This design comes from an exercise in tuning for small area, a short achievable clock period and few clock cycles per item on the open sky130 flow, not from production work.
In this exercise RTL edits were held to simulation tests only and were not proved equivalent to the original.
Power and IR drop assume default switching activity.

===== design/flow/design.v =====
module xarm_codec_a (
    input  wire        clk,
    input  wire        rst,
    input  wire        req_valid,
    output wire        req_ready,
    input  wire [7:0]  req_op,
    input  wire [7:0]  req_cmd,
    input  wire [7:0]  req_n,
    input  wire [7:0]  req_rxn,
    input  wire [15:0] req_dur,
    input  wire        in_valid,
    output wire        in_ready,
    input  wire [7:0]  in_data,
    output wire        out_valid,
    input  wire        out_ready,
    output wire [7:0]  out_data,
    output wire        out_last,
    output wire        resp_valid,
    input  wire        resp_ready,
    output wire [7:0]  resp_status,
    output wire [7:0]  resp_reason,
    output wire [15:0] resp_val
);
    localparam [7:0] OP_ENC     = 8'h01;
    localparam [7:0] OP_SETPOS  = 8'h02;
    localparam [7:0] OP_GETPOS  = 8'h03;
    localparam [7:0] OP_STOP    = 8'h04;
    localparam [7:0] OP_BATT    = 8'h05;
    localparam [7:0] OP_DEC     = 8'h08;
    localparam [7:0] OP_DECPOS  = 8'h09;
    localparam [7:0] OP_DECBATT = 8'h0A;
    localparam [7:0] CMD_SETPOS = 8'h03;
    localparam [7:0] CMD_GETPOS = 8'h15;
    localparam [7:0] CMD_STOP   = 8'h14;
    localparam [7:0] CMD_BATT   = 8'h0F;
    localparam [7:0] SIG = 8'h55;
    localparam [7:0] ST_OK      = 8'h00;
    localparam [7:0] ST_NORESP  = 8'h03;
    localparam [7:0] ST_PM      = 8'h04;
    localparam [7:0] ST_BADREQ  = 8'h10;
    localparam [7:0] ST_REFUSED = 8'hFF;
    localparam [7:0] RS_TOOLONG  = 8'd1;
    localparam [7:0] RS_COUNT    = 8'd2;
    localparam [7:0] RS_RXTOOLNG = 8'd11;
    localparam [7:0] RS_ELEN     = 8'd12;
    localparam [3:0] S_IDLE  = 4'd0;
    localparam [3:0] S_DRAIN = 4'd1;    
    localparam [3:0] S_FRAME = 4'd2;    
    localparam [3:0] S_IDS   = 4'd3;    
    localparam [3:0] S_RX    = 4'd4;    
    localparam [3:0] S_FIN   = 4'd5;    
    localparam [3:0] S_POS   = 4'd6;    
    localparam [3:0] S_RESP  = 4'd7;    
    reg [3:0]  state;
    reg [7:0]  op;
    reg [7:0]  cmd;        
    reg [7:0]  n;          
    reg [7:0]  rxn;        
    reg [15:0] dur;
    reg [9:0]  cnt;        
    reg [9:0]  need;       
    reg [5:0]  idx;        
    reg [2:0]  hlen;       
    reg [7:0]  plen;       
    reg        sig_ok;
    reg        cmd_ok;
    reg        ids_ok;
    reg [15:0] val;
    reg [7:0]  id_buf  [0:18];
    reg [15:0] pos_buf [0:18];
    reg [7:0]  r_status;
    reg [7:0]  r_reason;
    wire in_hdr  = ({2'b00, idx} < {5'd0, hlen});
    wire in_pay  = !in_hdr && ({2'b00, idx} < {5'd0, hlen} + {2'b00, plen[5:0]}) && (plen != 8'd0);
    reg [7:0] hdr_byte;
    always @(*) begin
        case (idx[2:0])
            3'd0:    hdr_byte = SIG;
            3'd1:    hdr_byte = SIG;
            3'd2:    hdr_byte = (op == OP_ENC)    ? n + 8'd2 :
                                (op == OP_SETPOS) ? n + n + n + 8'd5 :
                                (op == OP_BATT)   ? 8'd2 :
                                                    n + 8'd3;
            3'd3:    hdr_byte = cmd;
            3'd4:    hdr_byte = n;
            3'd5:    hdr_byte = dur[7:0];
            default: hdr_byte = dur[15:8];
        endcase
    end
    wire [7:0] rx_j = cnt[7:0];
    wire [9:0] elen = (op == OP_DEC)     ? {2'b00, n} :
                      (op == OP_DECPOS)  ? ({2'b00, n} + {1'b0, n, 1'b0} + 10'd1) :
                                           10'd2;
    reg [4:0] tk;
    reg [1:0] tp;
    always @(*) begin
        tk = 5'd0;
        tp = 2'd3;
        if (rx_j >= 8'd5 && rx_j < 8'd62) begin
            tk = (rx_j - 8'd5) / 8'd3;
            tp = (rx_j - 8'd5) % 8'd3;
        end
    end
    reg [7:0] pre_status;
    reg [7:0] pre_reason;
    always @(*) begin
        pre_status = ST_OK;
        pre_reason = 8'd0;
        if (rxn > 8'd64) begin
            pre_status = ST_BADREQ; pre_reason = RS_RXTOOLNG;
        end else if (op == OP_DEC && n > 8'd60) begin
            pre_status = ST_BADREQ; pre_reason = RS_ELEN;
        end else if (op == OP_DECPOS && (n < 8'd1 || n > 8'd19)) begin
            pre_status = ST_BADREQ; pre_reason = RS_COUNT;
        end
    end
    reg [7:0] d_status;
    always @(*) begin
        if (pre_status != ST_OK)
            d_status = pre_status;
        else if (rxn == 8'd0)
            d_status = ST_NORESP;
        else if (rxn < 8'd4 || !sig_ok || !cmd_ok)
            d_status = ST_PM;
        else if ({2'b00, rxn} < 10'd4 + elen)
            d_status = ST_PM;
        else if (op == OP_DECPOS && !ids_ok)
            d_status = ST_PM;
        else
            d_status = ST_OK;
    end
    wire dec_pass = (op == OP_DEC) && (pre_status == ST_OK) && sig_ok && cmd_ok &&
                    ({2'b00, rxn} >= 10'd4 + elen) &&
                    (rx_j >= 8'd4) && ({2'b00, rx_j} < 10'd4 + elen);
    assign req_ready = (state == S_IDLE);
    assign in_ready = (state == S_DRAIN) ? (cnt != need) :
                      (state == S_FRAME) ? (in_pay && out_ready) :
                      (state == S_IDS)   ? (cnt != need) :
                      (state == S_RX)    ? ((cnt != need) && (!dec_pass || out_ready)) :
                      1'b0;
    assign out_valid = (state == S_FRAME) ? (in_pay ? in_valid : 1'b1) :
                       (state == S_RX)    ? ((cnt != need) && dec_pass && in_valid) :
                       (state == S_POS)   ? 1'b1 :
                       1'b0;
    wire [15:0] pos_word = pos_buf[cnt[5:1]];
    assign out_data = (state == S_FRAME) ? (in_hdr ? hdr_byte : in_pay ? in_data : 8'h00) :
                      (state == S_POS)   ? (cnt[0] ? pos_word[15:8] : pos_word[7:0]) :
                      in_data;
    assign out_last = (state == S_FRAME) ? (idx == 6'd63) :
                      (state == S_POS)   ? (cnt == need - 10'd1) :
                      ({2'b00, rx_j} == 10'd3 + elen);
    wire in_fire  = in_valid && in_ready;
    wire out_fire = out_valid && out_ready;
    assign resp_valid  = (state == S_RESP);
    assign resp_status = r_status;
    assign resp_reason = r_reason;
    assign resp_val    = val;
    always @(posedge clk) begin
        if (rst) begin
            state <= S_IDLE;
        end else begin
            case (state)
                S_IDLE: begin
                    if (req_valid) begin
                        op       <= req_op;
                        n        <= req_n;
                        rxn      <= req_rxn;
                        dur      <= req_dur;
                        cnt      <= 10'd0;
                        idx      <= 6'd0;
                        plen     <= 8'd0;
                        r_status <= ST_OK;
                        r_reason <= 8'd0;
                        case (req_op)
                            OP_ENC: begin
                                cmd  <= req_cmd;
                                hlen <= 3'd4;
                                plen <= req_n;
                                need <= {2'b00, req_n};
                                if (req_n > 8'd60) begin
                                    r_status <= ST_BADREQ;
                                    r_reason <= RS_TOOLONG;
                                    state    <= S_DRAIN;
                                end else begin
                                    state <= S_FRAME;
                                end
                            end
                            OP_SETPOS: begin
                                cmd  <= CMD_SETPOS;
                                hlen <= 3'd7;
                                plen <= req_n + req_n + req_n;
                                need <= {2'b00, req_n} + {1'b0, req_n, 1'b0};
                                if (req_n < 8'd1 || req_n > 8'd19) begin
                                    r_status <= ST_BADREQ;
                                    r_reason <= RS_COUNT;
                                    state    <= S_DRAIN;
                                end else begin
                                    state <= S_FRAME;
                                end
                            end
                            OP_GETPOS, OP_STOP: begin
                                cmd  <= (req_op == OP_GETPOS) ? CMD_GETPOS : CMD_STOP;
                                hlen <= 3'd5;
                                plen <= req_n;
                                need <= {2'b00, req_n};
                                if (req_n < 8'd1 || req_n > ((req_op == OP_GETPOS) ? 8'd19 : 8'd59)) begin
                                    r_status <= ST_BADREQ;
                                    r_reason <= RS_COUNT;
                                    state    <= S_DRAIN;
                                end else begin
                                    state <= S_FRAME;
                                end
                            end
                            OP_BATT: begin
                                cmd   <= CMD_BATT;
                                hlen  <= 3'd4;
                                state <= S_FRAME;
                            end
                            OP_DEC, OP_DECPOS, OP_DECBATT: begin
                                cmd    <= (req_op == OP_DEC)    ? req_cmd :
                                          (req_op == OP_DECPOS) ? CMD_GETPOS : CMD_BATT;
                                sig_ok <= 1'b1;
                                cmd_ok <= 1'b1;
                                ids_ok <= 1'b1;
                                if (req_op == OP_DECPOS) begin
                                    need  <= {2'b00, req_n};
                                    state <= S_IDS;
                                end else begin
                                    need  <= {2'b00, req_rxn};
                                    state <= S_RX;
                                end
                            end
                            default: begin
                                r_status <= ST_REFUSED;
                                state    <= S_RESP;
                            end
                        endcase
                    end
                end
                S_DRAIN: begin
                    if (cnt == need)
                        state <= S_RESP;
                    else if (in_fire)
                        cnt <= cnt + 10'd1;
                end
                S_FRAME: begin
                    if (out_fire) begin
                        idx <= idx + 6'd1;
                        if (idx == 6'd63)
                            state <= S_RESP;
                    end
                end
                S_IDS: begin
                    if (cnt == need) begin
                        cnt   <= 10'd0;
                        need  <= {2'b00, rxn};
                        state <= S_RX;
                    end else if (in_fire) begin
                        if (cnt < 10'd19)
                            id_buf[cnt[4:0]] <= in_data;
                        cnt <= cnt + 10'd1;
                    end
                end
                S_RX: begin
                    if (cnt == need) begin
                        state <= S_FIN;
                    end else if (in_fire) begin
                        cnt <= cnt + 10'd1;
                        if ((rx_j == 8'd0 || rx_j == 8'd1) && in_data != SIG)
                            sig_ok <= 1'b0;
                        if (rx_j == 8'd3 && in_data != cmd)
                            cmd_ok <= 1'b0;
                        if (op == OP_DECBATT) begin
                            if (rx_j == 8'd4) val[7:0]  <= in_data;
                            if (rx_j == 8'd5) val[15:8] <= in_data;
                        end
                        if (op == OP_DECPOS && tp != 2'd3 && {3'b000, tk} < {2'b00, n}) begin
                            if (tp == 2'd0 && in_data != id_buf[tk])
                                ids_ok <= 1'b0;
                            if (tp == 2'd1) pos_buf[tk][7:0]  <= in_data;
                            if (tp == 2'd2) pos_buf[tk][15:8] <= in_data;
                        end
                    end
                end
                S_FIN: begin
                    r_status <= d_status;
                    r_reason <= (d_status == ST_BADREQ) ? pre_reason : 8'd0;
                    cnt      <= 10'd0;
                    need     <= {1'b0, n, 1'b0};
                    if (op == OP_DECPOS && d_status == ST_OK)
                        state <= S_POS;
                    else
                        state <= S_RESP;
                end
                S_POS: begin
                    if (out_fire) begin
                        cnt <= cnt + 10'd1;
                        if (cnt == need - 10'd1)
                            state <= S_RESP;
                    end
                end
                S_RESP: begin
                    if (resp_ready)
                        state <= S_IDLE;
                end
                default: state <= S_IDLE;
            endcase
        end
    end
endmodule

===== design/flow/run.sh =====
#!/bin/bash
# synth_recipe.tcl (not shown) runs the flow's synth.tcl, then flattens the netlist and writes it again
# the make line also repeats each setting of config.mk as NAME=value (left out here)
make -C /OpenROAD-flow-scripts/flow DESIGN_CONFIG=/design/flow/config.mk WORK_HOME=/design/flow/orfs CLKGATE_MAP_FILE= SYNTH_SCRIPT=/design/flow/synth_recipe.tcl finish

===== design/flow/config.mk =====
export PLATFORM = sky130hd
export DESIGN_NAME = xarm_codec_a
export DESIGN_NICKNAME = xarm_codec_a
export VERILOG_FILES = /design/flow/design.v
export SDC_FILE = /design/flow/constraint.sdc
export NUM_CORES = 4
export LEC_CHECK = 0
export CAP_MARGIN = 20
export CORE_MARGIN = 2
export CORE_UTILIZATION = 40
export SLEW_MARGIN = 20

===== design/flow/constraint.sdc =====
create_clock -name core_clock -period 6.5 [get_ports {clk}]
set_input_delay 1.3000 -clock core_clock [delete_from_list [all_inputs] [get_ports {clk}]]
set_output_delay 1.3000 -clock core_clock [all_outputs]
set_load 0.01 [all_outputs]

==> results.json <==
{
  "status": "timing/DRC/antenna clean",
  "ir_worst_vdd_uv": 323,
  "hold_depth": 2,
  "grt_util_met2_pct": 38.2,
  "first_iter_violations": 2431,
  "dr.pass1.iters": 6,
  "synth_warnings": 1,
  "period_needed_ps": 6270,
  "cts_buffer_depth": 3,
  "clock_power_share_pct": 24.8,
  "pwr-share-comb_pct": 43.5,
  "cpMaxStageDelayCell": "or4_1",
  "cp_max_fo": 12,
  "relSlewSlack_pct": 31.9,
  "switchingPower_w": 0.00550,
  "whs_endpoint": "idx[4]",
  "switching_share_pct": 38.7,
  "yosys.area_share.simple_pct": 10.7,
  "coreArea_mm2": 0.0730,
  "grt_pass1_vias": 20545,
  "async_flop_share_pct": 0,
  "track_usage_pct": 23.5,
  "drive_above_1_share_pct": 19.7,
  "startpoint_type": "register",
  "synth_commonest_cells": "567 x edfxtp_1, 188 x nor2_1, 182 x nand2_1",
  "synthCells": 2306,
  "rsz0062_at_grt": "yes",
  "cts_tree": "built",
  "hpwl_mm": 63.4,
  "crit_required_ps": 6870,
  "cts.reportedPaths.clkPinSlew_ps": 60,
  "synth_edf_count": 567,
  "ys_ff_latch": 575,
  "max_freq_ghz": 0.159,
  "buffer_ports.inserted": 102,
  "initial_utilization_pct": 40.4,
  "dr_total_vias": 21150,
  "synth_most_common_cell": "edfxtp_1",
  "finalSetupViolations": 0,
  "via_per_inst": 6.01,
  "syn-cell-area_mm2": 0.0295,
  "cts_buffers": 59,
  "top_usage_layer": "met2",
  "leakage_nw": 11.8,
  "endpoint_kind": "register",
  "synth_top_cell_by_area": "edfxtp_1",
  "tightest_slew_ps": 1020,
  "r2r_cells": 28,
  "cp.arrival_ps": 6640,
  "die_y_um": 276,
  "hold_violations": 0,
  "hp-class": "reg2reg",
  "synth_seq_area_share_pct": 58.3,
  "grt_pass1_wl_mm": 133,
  "fin_ws_ps": 225,
  "r2r_setup_slack_ps": 230,
  "grt.overflow.total": 0,
  "cts.sinks": 575,
  "area_growth_pct": 18.5,
  "r2r_start": "cnt[1]",
  "path_class": "reg2reg",
  "slew_viol_final": 0,
  "pre_cts_ws_ps": -3.80,
  "fin_crit_sh_pct": 96.5,
  "ys_top_cells_by_area": "edfxtp_1 58%, mux4_2 6.7%, ha_1 3.6%",
  "die-area_mm2": 0.0759,
  "io_pins": 107,
  "synth_cell_types": 105,
  "wire_per_inst_um": 25.7,
  "finalNetCount": 2665,
  "cts-root-buf": "clkbuf_16",
  "grt_max_degree": 65,
  "dpl_cell_area_mm2": 0.0326,
  "routed_wl_mm": 90.3,
  "ant_nets": 0,
  "synth_top_area_share_pct": 57.7,
  "cellPowerDensity_mw_per_mm2": 406,
  "synth_flop_cell": "edfxtp_1",
  "hold_slack_ps": 718,
  "synthMuxAreaShare_pct": 8.04,
  "antenna_found_initial": 7,
  "cap_violations": 0,
  "place_congestion": 0.905,
  "synthAdderAreaFrac_pct": 4.22,
  "clk_latency_ps": 650,
  "min_from": "idx[4]",
  "synth-compound-area-share_pct": 13.2,
  "power.internal_w": 0.00870,
  "synth_xor_area_share_pct": 2.56,
  "fp.dieW_um": 276,
  "final_area_mm2": 0.0350,
  "core.rowCount": 99,
  "synth_top_family_by_area": "compound AO/OA/AOI/OAI gates",
  "cts-hold-fix-buffers": 0,
  "avgSynthCellArea_um2": 12.8,
  "drc": 0,
  "skew_ps": 47.2,
  "cts.htree.levels": 2,
  "r2r-end": "ids_ok",
  "grt_use_met3_pct": 3.68,
  "slowest_delay_ps": 520,
  "grt_util_met1_pct": 32.6,
  "pwr-share-seq_pct": 31.7,
  "post-route-util_pct": 47.9
}
==> cells in the final DEF, fill, tap and decap left out, types with 22 or more instances in the layout <==
| master | instances |
|---|---|
| edfxtp_1 | 567 |
| nand2_1 | 172 |
| buf_4 | 160 |
| nor2_1 | 149 |
| a21oi_1 | 126 |
| o21ai_0 | 93 |
| clkdlybuf4s50_1 | 92 |
| mux4_2 | 88 |
| ha_1 | 81 |
| inv_1 | 77 |
| clkbuf_16 | 59 |
| nor3_1 | 50 |
| nand3_1 | 44 |
| xnor2_1 | 42 |
| xor2_1 | 38 |
| nand4_1 | 30 |
| o221ai_1 | 25 |
| mux2i_1 | 24 |
| a21o_1 | 23 |
| o22ai_1 | 23 |
| nor2_4 | 23 |
| o211ai_1 | 22 |
==> layout make-up <==
type	count	area, µm²
antenna	1	2.50
clock buffer	65	1510
clock inverter	46	537
fill	6361	38000
inverter	86	323
multi-input combinational	1519	11900
sequential	575	17200
tap	959	1200
timing repair buffer	268	2280
==> power groups by stage <==
stage / logic, W / registers [W] / clock network (W)
floorplan: 0.00386 / 0.00440 / 0
CTS: 0.00593 / 0.00450 / 0.00359
detailed placement: 0.00586 / 0.00457 / 0
global placement: 0.00584 / 0.00457 / 0
global route: 0.00656 / 0.00452 / 0.00372
finish: 0.00617 / 0.00450 / 0.00353
==> worst max path at each step <==
stage           start              end  slack [ps]  depth (start not counted)
5_1_grt        cnt[1]           ids_ok        -110                         28
2_1_floorplan  cnt[0]  pos_buf[16][10]           4                         32
6_report       cnt[1]           ids_ok         230                         28
3_3_place_gp   cnt[1]           ids_ok          80                         28
4_1_cts        cnt[1]           ids_ok           6                         28
3_5_place_dp   cnt[1]           ids_ok          -4                         29
==> through the flow <==
step	setup TNS, ps	std cells	total power [W]
after floorplan	0	2309	0.00826
after global placement	0	3391	0.0104
after detailed placement	-3.80	3391	0.0104
after CTS	0	3510	0.0140
after global routing	-113	3518	0.0148
final	0	3519	0.0142
==> critical path, delay by kind of cell (launching register included) <==
family	cells	cell delay, ps
fa+ha+maj	3	570
xor+xnor	1	150
compound gates	9	1600
simple gates	12	2850
buf+inv	3	420
flops	1	400
==> flip-flops by register name, indices dropped and copies added, names as in the netlist, named ones only <==
signal and cells:
cmd 8, cmd_ok 1, cnt 10, dur 16, hlen 2, id_buf 152
ids_ok 1, idx 6, n 8, need 10, op 8, plen 8
pos_buf 304, r_reason 4, r_status 4, rxn 8, sig_ok 1, state 3
val 16
==> logic make-up after synthesis <==
logic type,after synthesis
flip-flops,575
buffers and inverters,215
AO/OA/AOI/OAI,561
XOR/XNOR,83
AND/OR/NAND/NOR,652
other,1
multiplexers,125
adder cells (fa/ha/maj),94
==> what timing repair did <==
action / in CTS / in global routing
setup buffers: 8 / 8
gates resized for setup: 9 / 41
pin swaps: 2 / 10
endpoints found under the setup margin: 4 / 308
==> routing by layer <==
layer	wire length, µm	vias up
li1	-	9429
met1	37900	10617
met2	42600	918
met3	6780	176
met4	2940	10
met5	73	-
Testbench counts, summed over its fixed seeds: cycles 190,590, items 3,200.

[afterwards: timing with drivers on the ports]
Ports are ideal in the flow. The routed layout listed here was re-timed in OpenROAD. Step 1 (the two cells are an assumption about what drives the block):
set clk [get_ports {clk}]
set_driving_cell -lib_cell sky130_fd_sc_hd__clkbuf_16 $clk
set_driving_cell -lib_cell sky130_fd_sc_hd__buf_2 [delete_from_list [all_inputs] $clk]
Step 2 adds t to the input delays and takes it off the output delays; t is the mean of the earliest and latest rising clock arrival at the registers after step 1. Input paths then give back, and output paths get back, about the clock's delay inside the block. a / b / c = ideal ports / drivers / drivers and shift; a / b = the first two.
t, ns: 0.692
setup slack, ns: 0.225 / 0.186 / 0.225
worst hold slack (ns): 0.718 / 0.718 / 0.718
worst data-port slew with drivers (ns): 0.17
After both steps this run still meets setup and hold. The setup slack of this run moves by -0.039 ns with the drivers and by 0.000 ns with both steps.
